Background: an optimization exercise with open tools, aiming at small area. Do not read the settings as production practice. In this exercise RTL edits were held to simulation tests only and were not proved equivalent to the original. Power is estimated from default activity; no workload was simulated.

== job 101 ==
## tsb_sensor
module tsb_sensor (
    input  wire        clk,
    input  wire        rst,           
    input  wire        cmd_we,
    input  wire [31:0] cmd,
    input  wire [31:0] arg,
    output wire        busy,
    output reg         done,
    output wire [7:0]  status,
    output reg  [31:0] val,
    input  wire        sns_in,
    output wire        sns_pull_low
);
clock: 10.0 ns
lec_check: 0
cap_margin: 20
core_margin: 2
core_utilization: 40
slew_margin: 20
standard.sh (not shown) runs the stock make flow with config.mk's settings and CLKGATE_MAP_FILE= SYNTH_SCRIPT=/design/flow/synth_recipe.tcl, a recipe that flattens the netlist after the stock synthesis.
==> flow/flow/run.sh <==
#!/bin/bash
# Layout: the standard flow (standard.sh) with these changes:
#  - synthesis: the standard synthesis script, but the combinational logic is
#    mapped by flow/abc.script (area-oriented) and the separate adder-cell step
#    is skipped; the registers are made exactly as in the standard synthesis;
#  - the port buffers use the smallest buffer cell (buf_1);
#  - clock tree: clkbuf_4 buffers under a clkbuf_8 root, without dummy loads.
# Each tool's full output stays in orfs/logs/; make's output is in standard.log.
set -euo pipefail
here=$(pwd)
export FLOW_NO_ADDER_STEP=1
bash standard.sh "SYNTH_SCRIPT=$here/flow/my_synth.tcl" \
  "BUFFER_PORTS_ARGS=-buffer_cell sky130_fd_sc_hd__buf_1" \
  "CTS_ARGS=-sink_clustering_enable -repair_clock_nets -buf_list sky130_fd_sc_hd__clkbuf_8 -sink_clustering_size 25 -sink_clustering_max_diameter 80 -dont_use_dummy_load" \
  finish > standard.log 2>&1
==> flow/flow/abc.script <==
strash
&get -n
&fraig -x
&put
scorr
dc2
strash
&get -n
&deepsyn -T 20
&put
dch -f
amap
==> flow/flow/my_synth.tcl <==
proc synth {args} { yosys synth -nofsm -noshare {*}$args }
# The standard synthesis, with the combinational mapping done by abc.script beside this file.
set my_abc_script [file join [file dirname [file normalize [info script]]] abc.script]
proc abc {args} {
  set i [lsearch -exact $args -script]
  if { $i >= 0 } { set args [lreplace $args [expr {$i + 1}] [expr {$i + 1}] $::my_abc_script] }
  yosys abc {*}$args
}
if {[info exists ::env(FLOW_NO_ADDER_STEP)]} { unset ::env(ADDER_MAP_FILE) }
source $::env(SCRIPTS_DIR)/synth.tcl
# left out here: clear keep_hierarchy, flatten, clean up, hide names made inside functions, write 1_2_yosys.v
Edits applied to the flow inputs when going from job 101 to job 102:
diff --git a/flow/flow/run.sh b/flow/flow/run.sh
--- a/flow/flow/run.sh
+++ b/flow/flow/run.sh
@@ -6,3 +6,3 @@
 #  - the port buffers use the smallest buffer cell (buf_1);
-#  - clock tree: clkbuf_4 buffers under a clkbuf_8 root, without dummy loads.
+#  - clock tree: clkbuf_8 buffers, without dummy loads.
 # Each tool's full output stays in orfs/logs/; make's output is in standard.log.
@@ -13,3 +13,3 @@
   "BUFFER_PORTS_ARGS=-buffer_cell sky130_fd_sc_hd__buf_1" \
-  "CTS_ARGS=-sink_clustering_enable -repair_clock_nets -buf_list sky130_fd_sc_hd__clkbuf_8 -sink_clustering_size 25 -sink_clustering_max_diameter 80 -dont_use_dummy_load" \
+  "CTS_ARGS=-sink_clustering_enable -repair_clock_nets -buf_list sky130_fd_sc_hd__clkbuf_8 -dont_use_dummy_load" \
   finish > standard.log 2>&1
[summary]
Taking job 101 as the reference, in job 102 die extent in x shows no meaningful change; fraction of layout cells with a size suffix above 1 flat; post-route clock period utilization comparable; cell total after placement comparable. Max-capacitance violation count: job 101 vs job 102, no meaningful difference. Clock buffer count from CTS: job 102 vs job 101 identical. In summary, job 102 completed successfully, with a layout that passed the timing, DRC and antenna checks.
Input-level comparison between job 103 and job 102:
diff --git a/flow/flow/run.sh b/flow/flow/run.sh
--- a/flow/flow/run.sh
+++ b/flow/flow/run.sh
@@ -6,3 +6,3 @@
 #  - the port buffers use the smallest buffer cell (buf_1);
-#  - clock tree: clkbuf_8 buffers, without dummy loads.
+#  - clock tree: clkbuf_4 buffers under a clkbuf_8 root, without dummy loads.
 # Each tool's full output stays in orfs/logs/; make's output is in standard.log.
@@ -13,3 +13,3 @@
   "BUFFER_PORTS_ARGS=-buffer_cell sky130_fd_sc_hd__buf_1" \
-  "CTS_ARGS=-sink_clustering_enable -repair_clock_nets -buf_list sky130_fd_sc_hd__clkbuf_8 -dont_use_dummy_load" \
+  "CTS_ARGS=-sink_clustering_enable -repair_clock_nets -buf_list sky130_fd_sc_hd__clkbuf_4 -root_buf sky130_fd_sc_hd__clkbuf_8 -dont_use_dummy_load" \
   finish > standard.log 2>&1
==> results.txt <==
Diff job 102..job 103 | sequential share of layout area | unchanged. As far as switching component of the power is concerned, job 103 and job 102 perform about the same. The biggest cell delay along the critical path on job 103 is in line with that on job 102.

* * *

Another version of the RTL of tsb_sensor (not shown whole).
Size: ~100 flip-flops, ~110 I/O pins.
clock: 10.0 ns
lec_check: 0
cap_margin: 0
core_margin: 2
core_utilization: 40
slew_margin: 0
==> flow/flow/run.sh <==
#!/bin/bash
# Layout: the standard flow (standard.sh) with these changes:
#  - synthesis: flow/my_synth.tcl, the standard synthesis script with an
#    area-oriented abc script (flow/abc.script) and only full adders
#    extracted; the registers are made exactly as in the standard synthesis;
#  - the port buffers use the smallest buffer cell (buf_1);
#  - clock tree: clkbuf_8 buffers, without dummy loads.
# Each tool's full output stays in orfs/logs/; make's output is in standard.log.
set -euo pipefail
here=$(pwd)
bash standard.sh "SYNTH_SCRIPT=$here/flow/my_synth.tcl" \
  "BUFFER_PORTS_ARGS=-buffer_cell sky130_fd_sc_hd__buf_1" \
  "CTS_ARGS=-sink_clustering_enable -repair_clock_nets -buf_list sky130_fd_sc_hd__clkbuf_8 -dont_use_dummy_load" \
  finish > standard.log 2>&1
==> flow/flow/my_synth.tcl <==
# The standard synthesis script (synth_recipe.tcl) with three changes that
# touch only the combinational logic; the registers come out exactly as in the
# standard synthesis:
#  - abc maps the logic with abc.script (beside this file), an area-oriented
#    script, instead of ORFS's delay-oriented one;
#  - the adder step extracts only full adders (fa cells), no half adders, so
#    abc maps the counters' increment logic;
#  - the buffers on pass-through and constant outputs are buf_1, not buf_4.
proc synth {args} { yosys synth -nofsm -noshare {*}$args }
set my_abc_script [file join [file dirname [file normalize [info script]]] abc.script]
proc abc {args} {
  set i [lsearch -exact $args -script]
  if { $i >= 0 } { set args [lreplace $args [expr {$i + 1}] [expr {$i + 1}] $::my_abc_script] }
  yosys abc {*}$args
}
proc extract_fa {args} { yosys extract_fa -fa }
set ::env(MIN_BUF_CELL_AND_PORTS) "sky130_fd_sc_hd__buf_1 A X"
source $::env(SCRIPTS_DIR)/synth.tcl
# left out here: clear keep_hierarchy, flatten, clean up, hide names made inside functions, write 1_2_yosys.v
Scripts as last shown in full above: flow/flow/abc.script
The starting point produced a clean layout.
Edit:
GPL_TIMING_DRIVEN = 0   (was unset)
=> Clock-buffer cell count is unchanged; die area is unchanged; maximum frequency fell by 7.3%; non-clock buffer count rose by 1; core utilization rose by 0.20 points; routed wire length rose by 1.9%; cell area rose by 0.41%.

port drivers added, routing unchanged:
The results above use ideal ports. As a check the final layouts listed here were re-extracted and re-timed, cells and wires unchanged.
Step 1: set_driving_cell puts a clkbuf_16 on clk and a buf_2 on each other input, an assumption about the parent block.
Step 2 adds t to the input delays and takes it off the output delays; t is the mean of the earliest and latest rising clock arrival at the registers after step 1. Input paths then give back, and output paths get back, about the clock's delay inside the block.
Slacks: no drivers / after step 1 / after step 2; pairs: no drivers / after step 1.
run | t (ns) | setup slack, ns | latest minus earliest clock arrival (ns)
job 101 | 0.408 | 4.864 / 4.864 / 4.864 | 0.021 / 0.021
job 102 | 0.408 | 4.864 / 4.864 / 4.864 | 0.021 / 0.021
job 103 | 0.408 | 4.864 / 4.864 / 4.864 | 0.021 / 0.021
the first run of note 2 | 0.385 | 5.074 / 5.074 / 5.074 | 0.037 / 0.036
the second run of note 2 | 0.389 | 4.685 / 4.685 / 4.685 | 0.028 / 0.028
After both steps every run listed still meets setup and hold.
